Context: an optimization exercise on an open-source flow, tuned for small area, a short achievable clock period and few clock cycles per item. The choices shown serve that exercise and are no tape-out recipe. In this exercise RTL edits were held to simulation tests only and were not proved equivalent to the original. Power is estimated from default activity; no workload was simulated.

==> flow/design.v <==
module simpledes_core (
    input  wire        clk,
    input  wire        rst,         
    input  wire [23:0] cmd,
    input  wire        cmd_valid,
    output wire        cmd_ready,
    output wire [11:0] dout,
    output wire [7:0]  status
);
    localparam [2:0] E_NONE    = 3'd0;
    localparam [2:0] E_ILLEGAL = 3'd1;
    localparam [2:0] E_RANGE   = 3'd2;
    localparam [2:0] E_NOKEY   = 3'd3;
    localparam [2:0] E_LOCKED  = 3'd4;
    function [7:0] expand;
        input [5:0] x;
        expand = {x[5], x[4], x[2], x[3], x[2], x[3], x[1], x[0]};
    endfunction
    localparam [15:0] S1B0 = 16'he155, S1B1 = 16'hac5a, S1B2 = 16'h6669;
    localparam [15:0] S2B0 = 16'h4b78, S2B1 = 16'h3ad4, S2B2 = 16'h991d;
    function [2:0] sbox1;
        input [3:0] a;
        sbox1 = {S1B2[a], S1B1[a], S1B0[a]};
    endfunction
    function [2:0] sbox2;
        input [3:0] a;
        sbox2 = {S2B2[a], S2B1[a], S2B0[a]};
    endfunction
    function [5:0] round_f;
        input [5:0] r;
        input [7:0] rk;
        reg   [7:0] x;
        begin
            x       = expand(r) ^ rk;
            round_f = {sbox1(x[7:4]), sbox2(x[3:0])};
        end
    endfunction
    reg  [8:0]  key;
    reg         kv;
    reg         dv;
    reg  [2:0]  err;
    reg  [5:0]  hl, hr;
    reg  [8:0]  rot;
    reg  [4:0]  cur;
    reg         busy;
    wire        down = !cur[4];          
    wire [3:0]  op   = cmd[23:20];
    wire [3:0]  sr   = cmd[19:16];
    wire [3:0]  er   = cmd[15:12];
    wire [11:0] data = cmd[11:0];
    wire fields_zero = (sr == 4'd0) && (er == 4'd0);
    wire is_ldkey = (op == 4'h1) && fields_zero;
    wire is_enc   = (op == 4'h2) && fields_zero;
    wire is_dec   = (op == 4'h3) && fields_zero;
    wire is_proc  = (op == 4'h4);
    wire illegal  = !(is_ldkey || is_enc || is_dec || is_proc);
    reg [2:0] fault;
    always @(*) begin
        if (illegal)
            fault = E_ILLEGAL;
        else if (is_ldkey)
            fault = (data[11:9] != 3'd0) ? E_RANGE : (kv ? E_LOCKED : E_NONE);
        else if (is_proc && (sr == 4'd0 || er == 4'd0))
            fault = E_RANGE;
        else if (!kv)
            fault = E_NOKEY;
        else
            fault = E_NONE;
    end
    wire issue = cmd_valid && !busy;
    wire [5:0] in_r  = data[11:6] ^ round_f(data[5:0], op[0] ? key[7:0] : key[8:1]);
    wire [5:0] st_r  = hl ^ round_f(hr, rot[8:1]);
    wire [8:0] rot_n = down ? {rot[0], rot[8:1]} : {rot[7:0], rot[8]};
    wire [3:0] idx = {sr[3], sr[2], sr[1] | (op[1] & ~op[0]), sr[0] | (op[1] & op[0])};
    wire [8:0] b0  = {key[0], key[8:1]};
    wire [8:0] b1  = idx[0] ? {b0[7:0], b0[8]}   : b0;
    wire [8:0] b2  = idx[1] ? {b1[6:0], b1[8:7]} : b1;
    wire [8:0] b3  = idx[2] ? {b2[4:0], b2[8:5]} : b2;
    wire [8:0] b4  = idx[3] ? {b3[0], b3[8:1]}   : b3;
    always @(posedge clk) begin
        if (rst) begin
            cur  <= 5'd0;
            busy <= 1'b0;
            kv   <= 1'b0;
            dv  <= 1'b0;
            err <= E_NONE;
        end else if (busy) begin
            hl  <= hr;
            hr  <= st_r;
            rot <= rot_n;
            cur <= down ? cur - 5'd1 : cur + 5'd1;
            if (cur == 5'd1 || cur == 5'h1f) busy <= 1'b0;
        end else if (issue && err == E_NONE) begin
            if (fault != E_NONE) begin
                err <= fault;
            end else if (is_ldkey) begin
                key <= data[8:0];
                kv  <= 1'b1;
            end else begin
                dv  <= 1'b1;
                rot <= b4;
                if (is_proc) begin
                    hl  <= data[11:6];
                    hr  <= data[5:0];
                    cur  <= {1'b0, sr} - {1'b0, er};
                    busy <= (sr != er);
                end else begin
                    hl  <= data[5:0];
                    hr  <= in_r;
                end
            end
        end
    end
    assign cmd_ready = !busy;
    assign dout      = {st_r, hr};
    assign status    = {3'b000, err, dv, kv};
endmodule
clock: 4.5 ns
lec_check: 0
cap_margin: 20
core_margin: 2
core_utilization: 40
slew_margin: 20
standard.sh (not shown) runs the stock make flow with config.mk's settings and CLKGATE_MAP_FILE= SYNTH_SCRIPT=/design/flow/synth_recipe.tcl, a recipe that flattens the netlist after the stock synthesis.
==> flow/flow/run.sh <==
#!/bin/bash
# Standard layout, with the port buffers made of a regular buffer cell instead of the
# delay cell buffer_ports picks by default.
set -euo pipefail
bash standard.sh "BUFFER_PORTS_ARGS=-buffer_cell sky130_fd_sc_hd__buf_2" finish > run_standard.log 2>&1
Testbench counts at the start, summed over its fixed seeds: cycles 3,073, items 1,600.
Next try:
--- a/flow/design.v
+++ b/flow/design.v
@@ -35,11 +35,21 @@
             round_f = {sbox1(x[7:4]), sbox2(x[3:0])};
         end
     endfunction
+    function [5:0] sboxes;
+        input [7:0] x;
+        sboxes = {sbox1(x[7:4]), sbox2(x[3:0])};
+    endfunction
+    function [5:0] unexpand;
+        input [7:0] x;
+        input [7:0] k;
+        unexpand = {x[7] ^ k[7], x[6] ^ k[6], x[4] ^ k[4], x[5] ^ k[5], x[1] ^ k[1], x[0] ^ k[0]};
+    endfunction
     reg  [8:0]  key;
     reg         kv;
     reg         dv;
     reg  [2:0]  err;
-    reg  [5:0]  hl, hr;
+    reg  [5:0]  hl;
+    reg  [7:0]  hx;
     reg  [8:0]  rot;
     reg  [4:0]  cur;
     reg         busy;
@@ -68,9 +78,16 @@
             fault = E_NONE;
     end
     wire issue = cmd_valid && !busy;
-    wire [5:0] in_r  = data[11:6] ^ round_f(data[5:0], op[0] ? key[7:0] : key[8:1]);
-    wire [5:0] st_r  = hl ^ round_f(hr, rot[8:1]);
+    wire [7:0] k1    = key[8:1];
+    wire [7:0] k2    = key[7:0];
+    wire [7:0] in_kf = op[0] ? k2 : k1;
+    wire [7:0] in_kl = op[0] ? k1 : k2;
+    wire [7:0] in_x  = expand(sboxes(expand(data[5:0]) ^ in_kf)) ^ (expand(data[11:6]) ^ in_kl);
     wire [8:0] rot_n = down ? {rot[0], rot[8:1]} : {rot[7:0], rot[8]};
+    wire [5:0] s0    = sboxes(hx);
+    wire [5:0] st_r  = hl ^ s0;                                   
+    wire [5:0] st_l  = unexpand(hx, rot[8:1]);                    
+    wire [7:0] st_x  = expand(s0) ^ (expand(hl) ^ rot_n[8:1]);   
     wire [3:0] idx = {sr[3], sr[2], sr[1] | (op[1] & ~op[0]), sr[0] | (op[1] & op[0])};
     wire [8:0] b0  = {key[0], key[8:1]};
     wire [8:0] b1  = idx[0] ? {b0[7:0], b0[8]}   : b0;
@@ -85,8 +102,8 @@
             dv  <= 1'b0;
             err <= E_NONE;
         end else if (busy) begin
-            hl  <= hr;
-            hr  <= st_r;
+            hl  <= st_l;
+            hx  <= st_x;
             rot <= rot_n;
             cur <= down ? cur - 5'd1 : cur + 5'd1;
             if (cur == 5'd1 || cur == 5'h1f) busy <= 1'b0;
@@ -101,17 +118,17 @@
                 rot <= b4;
                 if (is_proc) begin
                     hl  <= data[11:6];
-                    hr  <= data[5:0];
+                    hx  <= expand(data[5:0]) ^ b4[8:1];
                     cur  <= {1'b0, sr} - {1'b0, er};
                     busy <= (sr != er);
                 end else begin
                     hl  <= data[5:0];
-                    hr  <= in_r;
+                    hx  <= in_x;
                 end
             end
         end
     end
     assign cmd_ready = !busy;
-    assign dout      = {st_r, hr};
+    assign dout      = {st_r, st_l};
     assign status    = {3'b000, err, dv, kv};
 endmodule
Effect: Cell area rises by 8.7%. Total power increases by 5.4%. Die area climbs by 8.6%. Fmax came out higher by 1.1%. Setup slack gains 0.036 ns. Synthesized area rises by 8.9%. Sequential cell count grows by 2. Final cell count grows by 7.8%. Non-clock buffer count is higher by 1.
Testbench counts after the change, summed over its fixed seeds: cycles 3,073, items 1,600.

-- afterwards: timing with drivers on the ports --
Ports are ideal in the flow. The routed layouts listed here were re-timed in OpenROAD.
Step 1 sets driving cells, clkbuf_16 on the clock port and buf_2 on the other inputs (assumed; they add their load-dependent delay and slew).
Step 2 times the ports against the registers' clock, not the clock port: input delays grow and output delays shrink by t, the midpoint of the rising clock arrivals with the driver on.
Slacks: ideal / step 1 / step 2; pairs: ideal / step 1.
| run | shift t [ns] | slack for setup (ns) | latest minus earliest clock arrival (ns) | slew at the worst register clock pin (ns) | worst data-port slew with drivers (ns) |
|---|---|---|---|---|---|
| the first run | 0.326 | 1.123 / 1.094 / 1.319 | 0.011 / 0.011 | 0.09 / 0.09 | 0.04 |
| the second run | 0.332 | 1.160 / 1.171 / 0.839 | 0.003 / 0.003 | 0.09 / 0.09 | 0.03 |
After both steps every run listed still meets setup and hold. For the second run, which loses most, drivers alone change the setup slack by +0.011 ns; drivers and shift together by -0.321 ns.
